Context: an optimization exercise on an open-source flow, tuned for small area and a short achievable clock period. The choices shown serve that exercise and are no tape-out recipe. Function was checked by simulation only, so behaviour that the tests miss may differ from the original. Power is estimated from default activity; no workload was simulated.

== MS ==
==> module wavegen, before the edit <==
module wavegen (
    input  wire        clk,
    input  wire        rst,             
    input  wire [7:0]  cmd,
    input  wire        cmd_valid,
    output wire        cmd_ready,
    output reg         pin,
    output wire        running,
    output wire [31:0] freq_out,
    output wire [31:0] inc_out,
    output wire [7:0]  duty_high_out,
    output wire [7:0]  duty_low_out
);
    localparam [20:0] F_MAX = 21'd1_250_000;   
    localparam [34:0] NUM   = 35'd1_562_500;   
    reg [20:0] freq8;        
    reg        inc_sel;
    reg [3:0]  duty_j;       
    reg        run;
    reg        ready;
    reg [20:0] rem_r;        
    reg [13:0] quo;          
    reg [3:0]  dcnt;         
    reg [13:0] clkdiv_m1;    
    reg [13:0] tick_cnt;
    reg [3:0]  pattern_j;
    reg [3:0]  fq0, fq1, fq2, fq3;   
    reg [2:0]  fifo_cnt;
    reg [3:0]  cur_j;
    reg [3:0]  osr_rem;
    wire [11:0] lo_is, lo_il, lo_ds, lo_dl;
    wavegen_addk #(.W(11), .K(11'd125),  .SUB(0)) u_is (.a(freq8[10:0]), .s(lo_is));
    wavegen_addk #(.W(11), .K(11'd1250), .SUB(0)) u_il (.a(freq8[10:0]), .s(lo_il));
    wavegen_addk #(.W(11), .K(11'd125),  .SUB(1)) u_ds (.a(freq8[10:0]), .s(lo_ds));
    wavegen_addk #(.W(11), .K(11'd1250), .SUB(1)) u_dl (.a(freq8[10:0]), .s(lo_dl));
    wire [9:0]  hi_p, hi_m;
    assign hi_p[0] = 1'b1;
    assign hi_m[0] = 1'b1;
    genvar gi;
    generate
        for (gi = 1; gi < 10; gi = gi + 1) begin : g_hi
            assign hi_p[gi] = hi_p[gi-1] &  freq8[10+gi];
            assign hi_m[gi] = hi_m[gi-1] & !freq8[10+gi];
        end
    endgenerate
    wire [3:0] sat = {freq8[20:8] < 13'd5,
                      freq8[20:7] == 14'd0,
                      freq8[20:9] >= 12'd2439,
                      &(freq8 | ~F_MAX)};
    wire [21:0] rem2 = {rem_r, quo[13]};
    wire [21:0] flip;            
    wire        qbit;            
    wavegen_sub22 u_div (.a(rem2), .b({1'b0, freq8}), .x(flip), .nb(qbit));
    wire        dload = !ready && dcnt == 4'd14;
    wire        dstep = !ready && dcnt[3:1] != 3'b111;    
    always @(posedge clk) begin
        if (dload) begin
            rem_r <= NUM[34:14];
            quo   <= NUM[13:0];
        end else begin
            rem_r <= rem2[20:0] ^ ({21{qbit}} & flip[20:0]);
            if (dstep)
                quo <= {quo[12:0], qbit};
        end
    end
    wire [3:0] j_step = (duty_j == 4'd9) ? 4'd1 : duty_j + 4'd1;
    wire [5:0] dh = (duty_j == 4'd1) ? 6'd5  : (duty_j == 4'd2) ? 6'd10 :
                    (duty_j == 4'd3) ? 6'd15 : (duty_j == 4'd4) ? 6'd20 :
                    (duty_j == 4'd5) ? 6'd25 : (duty_j == 4'd6) ? 6'd30 :
                    (duty_j == 4'd7) ? 6'd35 : (duty_j == 4'd8) ? 6'd40 : 6'd45;
    wire [5:0] dl = (duty_j == 4'd1) ? 6'd45 : (duty_j == 4'd2) ? 6'd40 :
                    (duty_j == 4'd3) ? 6'd35 : (duty_j == 4'd4) ? 6'd30 :
                    (duty_j == 4'd5) ? 6'd25 : (duty_j == 4'd6) ? 6'd20 :
                    (duty_j == 4'd7) ? 6'd15 : (duty_j == 4'd8) ? 6'd10 : 6'd5;
    wire tz   = tk_b;               
    wire [13:0] tick_dec;
    wire        tk_b;
    wavegen_addk #(.W(14), .K(14'd1), .SUB(1)) u_tk (.a(tick_cnt), .s({tk_b, tick_dec}));
    wire rz   = (osr_rem == 4'd0);
    wire pull = tz & rz;
    wire push = !fifo_cnt[2];
    reg [3:0] head;
    always @(*) begin
        case (fifo_cnt[1:0])
            2'd3:    head = fq1;
            2'd2:    head = fq2;
            2'd1:    head = fq3;
            default: head = fq0;
        endcase
    end
    wire pin_tick = rz ? 1'b0 : (osr_rem <= cur_j);
    always @(posedge clk) begin
        if (!run) begin
            tick_cnt <= clkdiv_m1;
            osr_rem  <= 4'd0;
            fifo_cnt <= 3'd0;
        end else begin
            tick_cnt <= tz ? clkdiv_m1 : tick_dec;
            if (tz)
                osr_rem <= rz ? 4'd9 : osr_rem - 4'd1;
            if (push && !pull)
                fifo_cnt <= fifo_cnt + 3'd1;
            else if (pull && !push)
                fifo_cnt <= fifo_cnt - 3'd1;
        end
        if (pull)
            cur_j <= head;
        if (push) begin
            fq3 <= pattern_j;
            fq2 <= fq3;
            fq1 <= fq2;
            fq0 <= fq1;
        end
    end
    wire [20:0] freq8_d;
    wire        inc_sel_d, run_d, ready_d, pin_d, div_load;
    wire [3:0]  duty_j_d;
    wire [3:0]  dcnt_d;
    wavegen_late u_late (
        .rst(rst), .cmd(cmd), .cmd_valid(cmd_valid),
        .ready(ready), .run(run), .pin(pin), .inc_sel(inc_sel),
        .freq8(freq8), .lo_is(lo_is), .lo_il(lo_il), .lo_ds(lo_ds), .lo_dl(lo_dl),
        .hi_p(hi_p), .hi_m(hi_m), .sat(sat),
        .duty_j(duty_j), .j_step(j_step),
        .dcnt(dcnt), .tz(tz), .pin_tick(pin_tick),
        .freq8_d(freq8_d), .inc_sel_d(inc_sel_d), .duty_j_d(duty_j_d),
        .run_d(run_d), .ready_d(ready_d), .dcnt_d(dcnt_d), .pin_d(pin_d),
        .div_load(div_load)
    );
    always @(posedge clk) begin
        freq8   <= freq8_d;
        inc_sel <= inc_sel_d;
        duty_j  <= duty_j_d;
        run     <= run_d;
        ready   <= ready_d;
        dcnt    <= dcnt_d;
        pin     <= pin_d;
        if (div_load) begin
            clkdiv_m1 <= quo;
            pattern_j <= duty_j;
        end
    end
    assign cmd_ready     = ready;
    assign running       = run;
    assign freq_out      = {8'd0, freq8, 3'd0};
    assign inc_out       = inc_sel ? 32'd10_000 : 32'd1_000;
    assign duty_high_out = {1'b0, dh, 1'b0};
    assign duty_low_out  = {1'b0, dl, 1'b0};
endmodule
Settings: LEC_CHECK=0, CAP_MARGIN=20, CORE_MARGIN=2, CORE_UTILIZATION=70, CTS_BUF_LIST=sky130_fd_sc_hd__clkbuf_4, SLEW_MARGIN=20; clock period 60.0 ns.
standard.sh (not shown) runs the stock make flow with config.mk's settings and CLKGATE_MAP_FILE= SYNTH_SCRIPT=/design/flow/synth_recipe.tcl, a recipe that flattens the netlist after the stock synthesis.
==> flow/flow/run.sh <==
#!/bin/bash
# Layout flow: the standard ORFS flow (standard.sh) with the settings in
# flow/extra.mk added on top of the standard flow's config.mk:
#  - SETUP_SLACK_MARGIN: repair_timing keeps working until every path has this
#    much slack at the design's clock period, so the gates on the paths from
#    the inputs and to the outputs get sized and buffered for speed;
#  - ADDER_MAP_FILE empty: Yosys does not extract half/full adder cells, so
#    ABC maps the (ripple) arithmetic to plain gates, which is smaller here;
#  - BUFFER_PORTS_ARGS: the cell the port buffers start from.
# The clock period, constraints and synthesis script are the standard flow's.
set -euo pipefail
W=$(pwd)
{ echo "include $W/config.mk"; cat flow/extra.mk; } > "$W/flow_config.mk"
sed "s#DESIGN_CONFIG=[^ ]*#DESIGN_CONFIG=$W/flow_config.mk#" standard.sh > flow_standard.sh
bash flow_standard.sh > flow_make.log 2>&1
==> flow/flow/extra.mk <==
export SETUP_SLACK_MARGIN = 46.5
export ADDER_MAP_FILE =
export BUFFER_PORTS_ARGS = -buffer_cell sky130_fd_sc_hd__buf_2
export SKIP_REPAIR_TIE_FANOUT = 1
diff inputs: MS => TR
--- a/flow/design.v
+++ b/flow/design.v
@@ -68,10 +68,7 @@
                     (duty_j == 4'd3) ? 6'd15 : (duty_j == 4'd4) ? 6'd20 :
                     (duty_j == 4'd5) ? 6'd25 : (duty_j == 4'd6) ? 6'd30 :
                     (duty_j == 4'd7) ? 6'd35 : (duty_j == 4'd8) ? 6'd40 : 6'd45;
-    wire [5:0] dl = (duty_j == 4'd1) ? 6'd45 : (duty_j == 4'd2) ? 6'd40 :
-                    (duty_j == 4'd3) ? 6'd35 : (duty_j == 4'd4) ? 6'd30 :
-                    (duty_j == 4'd5) ? 6'd25 : (duty_j == 4'd6) ? 6'd20 :
-                    (duty_j == 4'd7) ? 6'd15 : (duty_j == 4'd8) ? 6'd10 : 6'd5;
+    wire [5:0] dl = 6'd50 - dh;
     wire tz   = tk_b;               
     wire [13:0] tick_dec;
     wire        tk_b;
--- outcome ---
Reported for MS and TR, number of clock sinks seen by CTS turned out identical to the last digit. Compared with MS, TR shows synthesized cell count that has gone down slightly. A dominant combinational cell family by area after synthesis of compound AO/OA/AOI/OAI gates is what MS shows, while simple AND/OR/NAND/NOR gates belongs to TR. Against MS, TR comes in 0.60% lower on number of nets at the end of the flow. Against MS, final area in TR came out worse. Count of hold buffers inserted by post-cts repair: TR vs MS identical. [compare] base=MS new=TR: footprint of the flip-flops and latches neither gained nor lost much; total power climbed 0.0000063 W. TR -> MS: total routed wirelength flat. Diff MS and TR: final critical path time including I/O delays and setup higher in TR. The core of TR is more densely filled than that of MS. Compared with MS, in TR fmax saw a decrease; sequential element share of the synthesized area saw little to no change; share of synthesized area spent on multiplexers saw an increase.

==> static timing again, ports no longer ideal <==
No port has a modelled driver above. Below, the same layouts with a new extraction and two added sets of constraints.
Step 1: set_driving_cell puts a clkbuf_16 on clk and a buf_2 on each other input, an assumption about the parent block.
Step 2 adds t to the input delays and takes it off the output delays; t is the mean of the earliest and latest rising clock arrival at the registers after step 1. Input paths then give back, and output paths get back, about the clock's delay inside the block.
Three values: no drivers, after step 1, after step 2; two values: the first two.
run | shift t [ns] | setup WS [ns] | worst setup path at the end | worst register clock-pin slew, ns
MS | 0.553 | 46.466 / 46.432 / 45.954 | input to register | 0.12 / 0.12
TR | 0.565 | 46.295 / 46.261 / 45.702 | input to register | 0.12 / 0.12
After both steps setup and hold are still met in every run listed. For TR, which loses most, drivers alone change the setup slack by -0.034 ns; drivers and shift together by -0.593 ns.
